Source: an optimization exercise on an open RTL-to-GDS flow (aim: small area, a short achievable clock period and few clock cycles per item). Production flows keep margins and buffers that such runs may drop. Power and IR drop assume default switching activity.

==> trial 3: inputs <==
// cidr_core
module cidr_core (
    input  wire         clk,
    input  wire         rst,
    input  wire         cmd_valid,
    output wire         cmd_ready,
    input  wire [31:0]  cmd_word,
    input  wire [127:0] cmd_addr,
    output wire         rsp_valid,
    input  wire         rsp_ready,
    output wire [2:0]   rsp_status,
    output wire         rsp_info,
    output wire         rsp_flag,
    output wire [128:0] rsp_data
);
make LEC_CHECK=0 ABC_CLOCK_PERIOD_IN_PS=3000 CAP_MARGIN=20 CORE_MARGIN=2 CORE_UTILIZATION=40 SETUP_SLACK_MARGIN=2.5 SLEW_MARGIN=20 finish   # period 6.0 ns
run.sh (not shown) runs the stock make flow with config.mk's settings and CLKGATE_MAP_FILE= SYNTH_SCRIPT=/design/flow/synth_recipe.tcl, a recipe that flattens the netlist after the stock synthesis.
==> trial 41 (differences from trial 3) <==
--- a/flow/design.v
+++ b/flow/design.v
@@ -113,33 +113,49 @@
     wire [6:0]   src_last  = ({7{a_rs[0]}} & slot_last[0]) | ({7{a_rs[1]}} & slot_last[1]) |
                              ({7{a_rs[2]}} & slot_last[2]) | ({7{a_rs[3]}} & slot_last[3]);
     wire [127:0] src_base  = ({128{a_bs[0]}} & slot_base[0]) | ({128{a_bs[1]}} & slot_base[1]) |
                              ({128{a_bs[2]}} & slot_base[2]) | ({128{a_bs[3]}} & slot_base[3]);
     wire [127:0] x = a_addr ^ src_base;
+    function ge7;
+        input [6:0] a;
+        input [6:0] b;
+        integer k;
+        reg gt, eq;
+        begin
+            gt = 1'b0;
+            eq = 1'b1;
+            for (k = 6; k >= 0; k = k - 1) begin
+                gt = gt | (eq & a[k] & ~b[k]);
+                eq = eq & ~(a[k] ^ b[k]);
+            end
+            ge7 = gt | eq;
+        end
+    endfunction
     wire op_fam   = a_repfx ? src_fam : a_fam[0];
     wire p_in_w   = op_fam ? a_le128 : a_le32;
     wire rng_ok   = a_sent | p_in_w;
     wire l_stray  = |a_lsp;
-    wire r_stray  = src_any & ~a_p[7] & (src_last >= a_p[6:0]);
+    wire r_stray  = src_any & ~a_p[7] & ge7(src_last, a_p[6:0]);
     wire con      = (a_load & ~a_fam[1]) | (a_repfx & src_valid);
     wire con_rng  = con & ~rng_ok;
     wire con_str  = con & rng_ok & (a_load ? l_stray : r_stray);
     wire wr_ok    = con & rng_ok & ~(a_load ? l_stray : r_stray);
+    wire [7:0]   tin = a_p | (src_plen & {8{~a_mask}});
     wire [127:0] m_therm;
     generate
         for (gi = 0; gi < 128; gi = gi + 1) begin : g_mtherm
-            assign m_therm[127 - gi] = src_plen[7] | (src_plen[6:0] > gi);
+            assign m_therm[127 - gi] = tin[7] | (tin[6:0] > gi);
         end
     endgenerate
     wire [127:0] mm = x & m_therm;
-    wire [15:0]  n_mm;
-    generate
-        for (gi = 0; gi < 16; gi = gi + 1) begin : g_mm
-            assign n_mm[gi] = |mm[gi*8 +: 8];
-        end
-    endgenerate
-    wire n_mok = a_match & src_valid & (a_fam == {1'b0, src_fam});
+    wire         n_mok = a_match & src_valid & (a_fam == {1'b0, src_fam});
+    wire [3:0]   n_mm;
+    generate
+        for (gi = 0; gi < 4; gi = gi + 1) begin : g_mm
+            assign n_mm[gi] = ~n_mok | (|mm[gi*32 +: 32]);
+        end
+    endgenerate
     wire unsup    = (a_mask | a_load) & a_fam[1];
     wire empty    = (a_repfx | a_match | a_rdb | a_rdp | a_rdm | a_bsz) & ~src_valid;
     wire mask_err = a_mask & ~a_fam[1] & ~(a_fam[0] ? a_le128 : a_le32);
     wire [2:0] n_status = ~a_legal           ? 3'd5 :
                           unsup              ? 3'd2 :
@@ -217,54 +233,37 @@
             end
         end
     end
     reg [2:0]   q_status;
     reg         q_info;
-    reg         q_mok;       
-    reg [15:0]  q_mm;
-    reg         q_mask;      
-    reg [3:0]   q_base;      
-    reg         q_plen;      
-    reg         q_bsz;       
-    reg         q_fam;
-    reg [7:0]   q_p;
-    wire ok_rd = src_valid;
+    reg [3:0]   q_mm;        
+    reg [128:0] q_data;
+    wire ok_rd  = src_valid;
+    wire k_mask = (a_mask & ~a_fam[1] & (a_fam[0] ? a_le128 : a_le32)) | (a_rdm & ok_rd);
+    wire k_base = a_rdb & ok_rd;
+    wire k_plen = a_rdp & ok_rd;
+    wire k_bsz  = a_bsz & ok_rd;
+    wire [128:0] oh  = {1'b1, m_therm} & ~{m_therm, 1'b0};
+    wire [128:0] bsz = src_fam ? oh : {96'd0, oh[128:96]};
+    wire [128:0] n_data = ({129{k_mask}} & {1'b0, m_therm}) |
+                          ({129{k_base}} & {1'b0, src_base}) |
+                          ({129{k_plen}} & {121'd0, src_plen}) |
+                          ({129{k_bsz}}  & bsz);
     always @(posedge clk) begin
         if (rst)
             rsp_v <= 1'b0;
         else if (adv)
             rsp_v <= a_v;
     end
     always @(posedge clk) begin
         if (a_go) begin
             q_status <= n_status;
             q_info   <= con_str;
-            q_mok    <= n_mok;
             q_mm     <= n_mm;
-            q_mask   <= (a_mask & ~a_fam[1] & (a_fam[0] ? a_le128 : a_le32)) | (a_rdm & ok_rd);
-            q_base   <= a_rs & {4{a_rdb & ok_rd}};
-            q_plen   <= a_rdp & ok_rd;
-            q_bsz    <= a_bsz & ok_rd;
-            q_fam    <= src_fam;
-            q_p      <= a_mask ? a_p : src_plen;
+            q_data   <= n_data;
         end
     end
     assign rsp_status = q_status;
     assign rsp_info   = q_info;
-    assign rsp_flag   = q_mok & ~|q_mm;
-    wire [127:0] o_therm;
-    generate
-        for (gi = 0; gi < 128; gi = gi + 1) begin : g_otherm
-            assign o_therm[127 - gi] = q_p[7] | (q_p[6:0] > gi);
-        end
-    endgenerate
-    wire [128:0] o_oh  = {1'b1, o_therm} & ~{o_therm, 1'b0};
-    wire [128:0] o_bsz = q_fam ? o_oh : {96'd0, o_oh[128:96]};
-    wire [127:0] o_base = ({128{q_base[0]}} & slot_base[0]) |
-                          ({128{q_base[1]}} & slot_base[1]) |
-                          ({128{q_base[2]}} & slot_base[2]) |
-                          ({128{q_base[3]}} & slot_base[3]);
-    assign rsp_data = ({129{q_mask}} & {1'b0, o_therm}) |
-                      {1'b0, o_base} |
-                      ({129{q_plen}} & {121'd0, q_p}) |
-                      ({129{q_bsz}}  & o_bsz);
+    assign rsp_flag   = ~|q_mm;
+    assign rsp_data   = q_data;
 endmodule
==> flow/config.mk (replaced) <==
export PLATFORM = sky130hd
export DESIGN_NAME = cidr_core
export DESIGN_NICKNAME = cidr_core
export VERILOG_FILES = /design/flow/design.v
export SDC_FILE = /design/flow/constraint.sdc
export NUM_CORES = 4
export LEC_CHECK = 0
export CAP_MARGIN = 20
export CORE_MARGIN = 2
export CORE_UTILIZATION = 40
export SETUP_SLACK_MARGIN = 3.0
export SLEW_MARGIN = 20
export TNS_END_PERCENT = 0
==> comparison <==
- Against trial 41, the sequential share of layout area of trial 3 is lower by 12 points.
- Against trial 3, the total power of trial 41 is larger by about 5.5%.
- Between trial 3 and trial 41, the lower register-to-register slack is in trial 3 (gap 0.17 ns).
- Of trial 41 and trial 3, trial 3 has the higher synthesized cell count (gap 8.8%, measured against trial 3).
- Between trial 41 and trial 3, the lower final cell count is in trial 41 (gap about 11%, measured against trial 3).
No run of this note included a check of the RTL's function; only the layout flow was run.

-- port drivers added, routing unchanged --
The results above use ideal ports. As a check the final layouts listed here were re-extracted and re-timed, cells and wires unchanged.
Step 1 (the two cells are an assumption about what drives the block):
set clk [get_ports {clk}]
set_driving_cell -lib_cell sky130_fd_sc_hd__clkbuf_16 $clk
set_driving_cell -lib_cell sky130_fd_sc_hd__buf_2 [delete_from_list [all_inputs] $clk]
Step 2 moves the port delays by t, midway between the first and last clock arrival at a register: inputs arrive t later, outputs are due t later. That takes back most of the time a late clock gives input paths.
Slacks: no drivers / after step 1 / after step 2; pairs: no drivers / after step 1.
run	t, ns	slack for setup (ns)	worst hold slack (ns)	latest minus earliest clock arrival (ns)
trial 3	0.735	1.782 / 1.706 / 1.874	0.486 / 0.486 / 0.486	0.042 / 0.042
trial 41	0.752	2.556 / 2.556 / 2.076	0.502 / 0.502 / 0.502	0.047 / 0.047
After both steps setup and hold are still met in every run listed. The setup slack of trial 41, which loses most, moves by 0.000 ns with the drivers and by -0.480 ns with both steps.
